This is an optimization exercise on Yosys and OpenROAD, whose aim is small area, not a production implementation.
Where RTL was checked, it was by simulation tests only, not by an equivalence proof against the original.
No activity file was given, so power comes from the tool's default toggle rates.

==> inputs of 09-26 <==
==> flow/design.v <==
module btu (
    input  wire        clk,
    input  wire        rst,
    input  wire        req_valid,
    input  wire [4:0]  op,
    input  wire [31:0] a,
    input  wire [31:0] b,
    input  wire [31:0] c,
    output wire        resp_valid,
    output reg  [31:0] r
);
    integer i;
    function [1:0] fa;
        input x, y, z;
        fa = {(x & y) | (x & z) | (y & z), x ^ y ^ z};
    endfunction
    wire o4 = op[4];
    wire [3:0] ol = op[3:0];
    wire op_bcompl   = ~o4 & (ol == 4'h0);
    wire op_sign     = ~o4 & (ol == 4'h1);
    wire op_abs      = ~o4 & (ol == 4'h2);
    wire op_min      = ~o4 & (ol == 4'h3);
    wire op_max      = ~o4 & (ol == 4'h4);
    wire op_ispow2   = ~o4 & (ol == 4'h5);
    wire op_log2     = ~o4 & (ol == 4'h6);
    wire op_log10    = ~o4 & (ol == 4'h7);
    wire op_popcnt   = ~o4 & (ol == 4'h8);
    wire op_ctz      = ~o4 & (ol == 4'h9);
    wire op_nextpow2 = ~o4 & (ol == 4'hA);
    wire op_prevpow2 = ~o4 & (ol == 4'hB);
    wire op_parity   = ~o4 & (ol == 4'hC);
    wire op_bitrev   = ~o4 & (ol == 4'hD);
    wire op_ilv2     = ~o4 & (ol == 4'hE);
    wire op_dilv2    = ~o4 & (ol == 4'hF);
    wire op_ilv3     =  o4 & (op[1:0] == 2'd0);
    wire op_dilv3    =  o4 & (op[1:0] == 2'd1);
    wire op_nextcomb =  o4 & op[1];
    reg [31:0] P, F, G;
    always @(*) begin
        P[0] = a[0];
        for (i = 1; i < 32; i = i + 1) P[i] = P[i-1] | a[i];
        F[31] = a[31];
        for (i = 30; i >= 0; i = i - 1) F[i] = F[i+1] | a[i];
        G[0] = 1'b1;
        for (i = 1; i < 32; i = i + 1) G[i] = G[i-1] & (a[i] | ~P[i-1]);
    end
    wire        nz  = P[31];
    wire [31:0] Pm  = {P[30:0], 1'b0};
    wire [31:0] pp2 = F & ~{1'b0, F[31:1]};      
    reg [31:0] x;
    always @(*) begin
        if (op_ctz)                x = ~P;
        else if (op_log2)          x = {1'b0, F[31:1]};
        else if (op_nextcomb)      x = G & Pm;
        else                       x = a;
    end
    wire [9:0] s0, c0;
    genvar gi;
    generate
        for (gi = 0; gi < 10; gi = gi + 1) begin : w1
            assign {c0[gi], s0[gi]} = fa(x[3*gi], x[3*gi+1], x[3*gi+2]);
        end
    endgenerate
    wire [3:0] s1, c1;
    assign {c1[0], s1[0]} = fa(s0[0], s0[1], s0[2]);
    assign {c1[1], s1[1]} = fa(s0[3], s0[4], s0[5]);
    assign {c1[2], s1[2]} = fa(s0[6], s0[7], s0[8]);
    assign {c1[3], s1[3]} = fa(s0[9], x[30], x[31]);
    wire s2, c2, s3, c3;
    assign {c2, s2} = fa(s1[0], s1[1], s1[2]);
    assign {c3, s3} = fa(s2, s1[3], 1'b0);
    wire [15:0] w2 = {c3, c2, c1, c0};
    wire [4:0] t0, d0;
    generate
        for (gi = 0; gi < 5; gi = gi + 1) begin : w2a
            assign {d0[gi], t0[gi]} = fa(w2[3*gi], w2[3*gi+1], w2[3*gi+2]);
        end
    endgenerate
    wire [1:0] t1, d1;
    assign {d1[0], t1[0]} = fa(t0[0], t0[1], t0[2]);
    assign {d1[1], t1[1]} = fa(t0[3], t0[4], w2[15]);
    wire t2, d2;
    assign {d2, t2} = fa(t1[0], t1[1], 1'b0);
    wire [7:0] w4 = {d2, d1, d0};
    wire [1:0] u0, e0;
    assign {e0[0], u0[0]} = fa(w4[0], w4[1], w4[2]);
    assign {e0[1], u0[1]} = fa(w4[3], w4[4], w4[5]);
    wire u1, e1, u2, e2;
    assign {e1, u1} = fa(u0[0], u0[1], w4[6]);
    assign {e2, u2} = fa(u1, w4[7], 1'b0);
    wire v0, f0, v1, f1;
    assign {f0, v0} = fa(e0[0], e0[1], e1);
    assign {f1, v1} = fa(v0, e2, 1'b0);
    wire [5:0] pc = {f0 & f1, f0 ^ f1, v1, u2, t2, s3};
    wire ispow2 = (pc == 6'd1);
    function ge_const;           
        input [31:0] av;
        input [31:0] kv;
        input integer top;
        integer j;
        reg g;
        begin
            g = 1'b1;
            for (j = 0; j < top; j = j + 1)
                g = kv[j] ? (av[j] & g) : (av[j] | g);
            ge_const = g;
        end
    endfunction
    wire [9:1] ge;
    assign ge[1] = ~a[31] & (F[4]  | a[3]  & ge_const(a, 32'd10,         3));
    assign ge[2] = ~a[31] & (F[7]  | a[6]  & ge_const(a, 32'd100,        6));
    assign ge[3] = ~a[31] & (F[10] | a[9]  & ge_const(a, 32'd1000,       9));
    assign ge[4] = ~a[31] & (F[14] | a[13] & ge_const(a, 32'd10000,      13));
    assign ge[5] = ~a[31] & (F[17] | a[16] & ge_const(a, 32'd100000,     16));
    assign ge[6] = ~a[31] & (F[20] | a[19] & ge_const(a, 32'd1000000,    19));
    assign ge[7] = ~a[31] & (F[24] | a[23] & ge_const(a, 32'd10000000,   23));
    assign ge[8] = ~a[31] & (F[27] | a[26] & ge_const(a, 32'd100000000,  26));
    assign ge[9] = ~a[31] & (F[30] | a[29] & ge_const(a, 32'd1000000000, 29));
    wire [3:0] log10_v;
    assign log10_v[3] = ge[8];
    assign log10_v[2] = ge[4] & ~ge[8];
    assign log10_v[1] = ge[2] & ~ge[4] | ge[6] & ~ge[8];
    assign log10_v[0] = ge[1] & ~ge[2] | ge[3] & ~ge[4] | ge[5] & ~ge[6] |
                        ge[7] & ~ge[8] | ge[9];
    wire a_msb_only = a[31] & ~P[30];
    reg [31:0] thermo;
    always @(*) begin
        for (i = 0; i < 32; i = i + 1)
            thermo[i] = (i < pc[4:0]) | (~nz & (i != 31)) | a_msb_only;
    end
    wire [31:0] r_nextcomb = (~G & (a | {G[30:0], 1'b1})) | thermo;
    reg lt;
    always @(*) begin
        lt = 1'b0;
        for (i = 0; i < 31; i = i + 1)
            lt = (~a[i] & b[i]) | (~a[i] & lt) | (b[i] & lt);
        lt = (a[31] & ~b[31]) | (a[31] & lt) | (~b[31] & lt);
    end
    wire pick_b = op_min ? ~lt : lt;
    wire [31:0] w = a >> b[4:0];
    reg  [15:0] r_dilv;
    always @(*) begin
        r_dilv = 16'd0;
        if (op_dilv3) for (i = 0; i < 10; i = i + 1) r_dilv[i] = w[3*i];
        else          for (i = 0; i < 16; i = i + 1) r_dilv[i] = w[2*i];
    end
    reg [31:0] r_ilv2, r_ilv3, r_bitrev;
    always @(*) begin
        r_ilv3 = 32'd0;
        for (i = 0; i < 16; i = i + 1) begin
            r_ilv2[2*i]     = a[i];
            r_ilv2[2*i + 1] = b[i];
        end
        for (i = 0; i < 10; i = i + 1) begin
            r_ilv3[3*i]     = a[i];
            r_ilv3[3*i + 1] = b[i];
            r_ilv3[3*i + 2] = c[i];
        end
        for (i = 0; i < 32; i = i + 1) r_bitrev[i] = a[31-i];
    end
    wire minmax = op_min | op_max;
    wire ka = op_bcompl | op_abs | (minmax & ~pick_b) | (op_nextpow2 & ispow2);
    wire m1 = op_bcompl | (op_sign & a[31]);
    wire m2 = op_abs & a[31];
    wire [31:0] xm = {{31{m1}}, op_bcompl | (op_sign & nz)} | ({32{m2}} & Pm);
    wire [31:0] xa = (a & {32{ka}}) ^ xm;
    wire [5:0] sml =
          ({6{op_log2 | op_popcnt | op_ctz}} & pc)
        | ({6{op_parity}} & {5'd0, pc[0]})
        | ({6{op_ispow2}} & {5'd0, ispow2})
        | ({6{op_log10}}  & {2'd0, log10_v});
    wire [31:0] result =
          xa
        | ({32{minmax & pick_b}} & b)
        | {26'd0, sml}
        | ({32{op_nextpow2 & ~ispow2}} & {pp2[30:0], ~nz})
        | ({32{op_prevpow2}} & pp2)
        | ({32{op_bitrev}}   & r_bitrev)
        | ({32{op_ilv2}}     & r_ilv2)
        | ({32{op_dilv2 | op_dilv3}} & {16'd0, r_dilv})
        | ({32{op_ilv3}}     & r_ilv3)
        | ({32{op_nextcomb}} & r_nextcomb);
    reg valid_q;
    always @(posedge clk) begin
        if (rst)
            valid_q <= 1'b0;
        else
            valid_q <= req_valid;
        r <= result;
    end
    assign resp_valid = valid_q & ~rst;
endmodule
==> flow/flow/run.sh <==
#!/bin/bash
set -euo pipefail
W=$(pwd)
{
  echo 'proc abc {args} {'
  echo '  set i [lsearch $args -script]'
  echo "  if {\$i >= 0} { lset args [expr {\$i + 1}] $W/flow/area.abc }"
  echo '  yosys abc {*}$args'
  echo '}'
  echo "source $W/synth_recipe.tcl"
} > "$W/synth_area.tcl"
mk=$(grep '^make ' standard.sh)
mk_synth=$(printf '%s' "$mk" | sed -e "s#SYNTH_SCRIPT=[^ ]*#SYNTH_SCRIPT=$W/synth_area.tcl#" -e 's#"${@:-finish}"#synth#')
echo "$mk_synth" > synth_cmd.txt
eval "$mk_synth" > synth.log 2>&1
bash standard.sh > layout.log 2>&1
==> flow/flow/area.abc <==
strash
dc2
balance; rewrite; refactor; balance; rewrite; rewrite -z; balance; refactor -z; rewrite -z; balance
&get -n
&dch -f
&nf -a -p
&put
topo
==> flow/standard.sh <==
#!/bin/bash
# synth_recipe.tcl (not shown) runs the flow's synth.tcl, then flattens the netlist and writes it again
# the make line also repeats each setting of config.mk as NAME=value (left out here)
make -C /OpenROAD-flow-scripts/flow DESIGN_CONFIG=/design/flow/config.mk WORK_HOME=/design/flow/orfs CLKGATE_MAP_FILE= SYNTH_SCRIPT=/design/flow/synth_recipe.tcl "${@:-finish}"
==> flow/config.mk <==
export PLATFORM = sky130hd
export DESIGN_NAME = btu
export DESIGN_NICKNAME = btu
export VERILOG_FILES = /design/flow/design.v
export SDC_FILE = /design/flow/constraint.sdc
export NUM_CORES = 4
export LEC_CHECK = 0
export CAP_MARGIN = 20
export CORE_MARGIN = 2
export CORE_UTILIZATION = 40
export SLEW_MARGIN = 20
==> flow/constraint.sdc <==
create_clock -name core_clock -period 12.0 [get_ports {clk}]
set_input_delay 2.4000 -clock core_clock [delete_from_list [all_inputs] [get_ports {clk}]]
set_output_delay 2.4000 -clock core_clock [all_outputs]
set_load 0.01 [all_outputs]
==> inputs of 06-07, as changes to 09-26 <==
--- a/flow/design.v
+++ b/flow/design.v
@@ -1 +1,16 @@
+module btu_pfx_or (
+    input  wire [31:0] v,
+    output reg  [31:0] o
+);
+    integer l, k;
+    always @(*) begin
+        o = v;
+        for (l = 1; l < 32; l = l * 2)
+            for (k = 2 * l - 1; k < 32; k = k + 2 * l)
+                o[k] = o[k] | o[k - l];
+        for (l = 8; l >= 1; l = l / 2)
+            for (k = 3 * l - 1; k < 32; k = k + 2 * l)
+                o[k] = o[k] | o[k - l];
+    end
+endmodule
 module btu (
@@ -37,11 +52,13 @@
     wire op_nextcomb =  o4 & op[1];
-    reg [31:0] P, F, G;
-    always @(*) begin
-        P[0] = a[0];
-        for (i = 1; i < 32; i = i + 1) P[i] = P[i-1] | a[i];
-        F[31] = a[31];
-        for (i = 30; i >= 0; i = i - 1) F[i] = F[i+1] | a[i];
-        G[0] = 1'b1;
-        for (i = 1; i < 32; i = i + 1) G[i] = G[i-1] & (a[i] | ~P[i-1]);
-    end
+    function [31:0] rev;
+        input [31:0] v;
+        integer k;
+        for (k = 0; k < 32; k = k + 1) rev[k] = v[31 - k];
+    endfunction
+    wire [31:0] P, Fr, K;
+    btu_pfx_or u_p (.v(a), .o(P));
+    btu_pfx_or u_f (.v(rev(a)), .o(Fr));
+    wire [31:0] F = rev(Fr);
+    btu_pfx_or u_g (.v(~a & {P[30:0], 1'b0}), .o(K));
+    wire [31:0] G = ~K;
     wire        nz  = P[31];
@@ -52,3 +69,2 @@
         if (op_ctz)                x = ~P;
-        else if (op_log2)          x = {1'b0, F[31:1]};
         else if (op_nextcomb)      x = G & Pm;
@@ -95,2 +111,8 @@
     wire ispow2 = (pc == 6'd1);
+    reg [4:0] log2_v;
+    always @(*) begin
+        log2_v = 5'd0;
+        for (i = 0; i < 32; i = i + 1)
+            if (pp2[i]) log2_v = log2_v | i[4:0];
+    end
     function ge_const;           
@@ -167,3 +189,4 @@
     wire [5:0] sml =
-          ({6{op_log2 | op_popcnt | op_ctz}} & pc)
+          ({6{op_popcnt | op_ctz}} & pc)
+        | ({6{op_log2}}   & {1'b0, log2_v})
         | ({6{op_parity}} & {5'd0, pc[0]})
--- a/flow/flow/run.sh
+++ b/flow/flow/run.sh
@@ -15,2 +15,2 @@
 eval "$mk_synth" > synth.log 2>&1
-bash standard.sh > layout.log 2>&1
+bash standard.sh "BUFFER_PORTS_ARGS=-buffer_cell sky130_fd_sc_hd__buf_1" finish > layout.log 2>&1
Settings changed: GPL_TIMING_DRIVEN set to 0.
==> run summary <==
In 09-26 the core utilization is higher than in 06-07, by 8.8 points.
In 06-07 the wire length is lower than in 09-26, by 8.3%.
Against 09-26, the cell area of 06-07 is smaller by 18%.
Combinational power: 06-07 is smaller than 09-26 (about 30%).
Against 09-26, the synthesized cell count of 06-07 is lower by about 3%.
Of 09-26 and 06-07, 09-26 has the higher total power (gap 38%, measured against 06-07).
==> figures <==
item	06-07	09-26
Global-route wire length before repair	56800 um	62300 um
Syn avg cell area	6.50 um2	6.40 um2
Met2 WL post-DR	16600 um	17400 um
1st-pass router iterations	8	9
Post-cts repair resize count	39	3
Period utilization	96.8%	96.6%
Max Freq	0.0861 GHz	0.0863 GHz
Sequential share of cell area	7.84%	6.45%
Max stage delay on crit path	630 ps	550 ps
Final core utilization	48.6%	57.4%
Outcome	finished clean	finished clean
Layout-to-synthesis area ratio	1.186x	1.418x
Seq pwr	171 uW	178 uW
The RTL of 09-26 was laid out without a check of its function.

==> static timing again, ports no longer ideal <==
How much do the figures lean on ideal ports? The routed layouts below were timed once more, with nothing changed but the port constraints.
Step 1 (the two cells are an assumption about what drives the block):
set clk [get_ports {clk}]
set_driving_cell -lib_cell sky130_fd_sc_hd__clkbuf_16 $clk
set_driving_cell -lib_cell sky130_fd_sc_hd__buf_2 [delete_from_list [all_inputs] $clk]
Step 2 moves the port delays by t, midway between the first and last clock arrival at a register: inputs arrive t later, outputs are due t later. That takes back most of the time a late clock gives input paths.
Slacks: ideal ports / drivers / drivers and shift; pairs: ideal ports / drivers.
| run | t (ns) | setup slack, ns | worst hold slack (ns) | latest minus earliest clock arrival (ns) | worst slew at a driven data input, ns |
|---|---|---|---|---|---|
| 09-26 | 0.335 | 0.407 / 0.429 / 0.094 | 2.663 / 2.646 / 2.981 | 0.010 / 0.010 | 0.06 |
| 06-07 | 0.333 | 0.390 / 0.410 / 0.077 | 2.307 / 2.286 / 2.619 | 0.006 / 0.006 | 0.04 |
After both steps setup and hold are still met in every run listed.
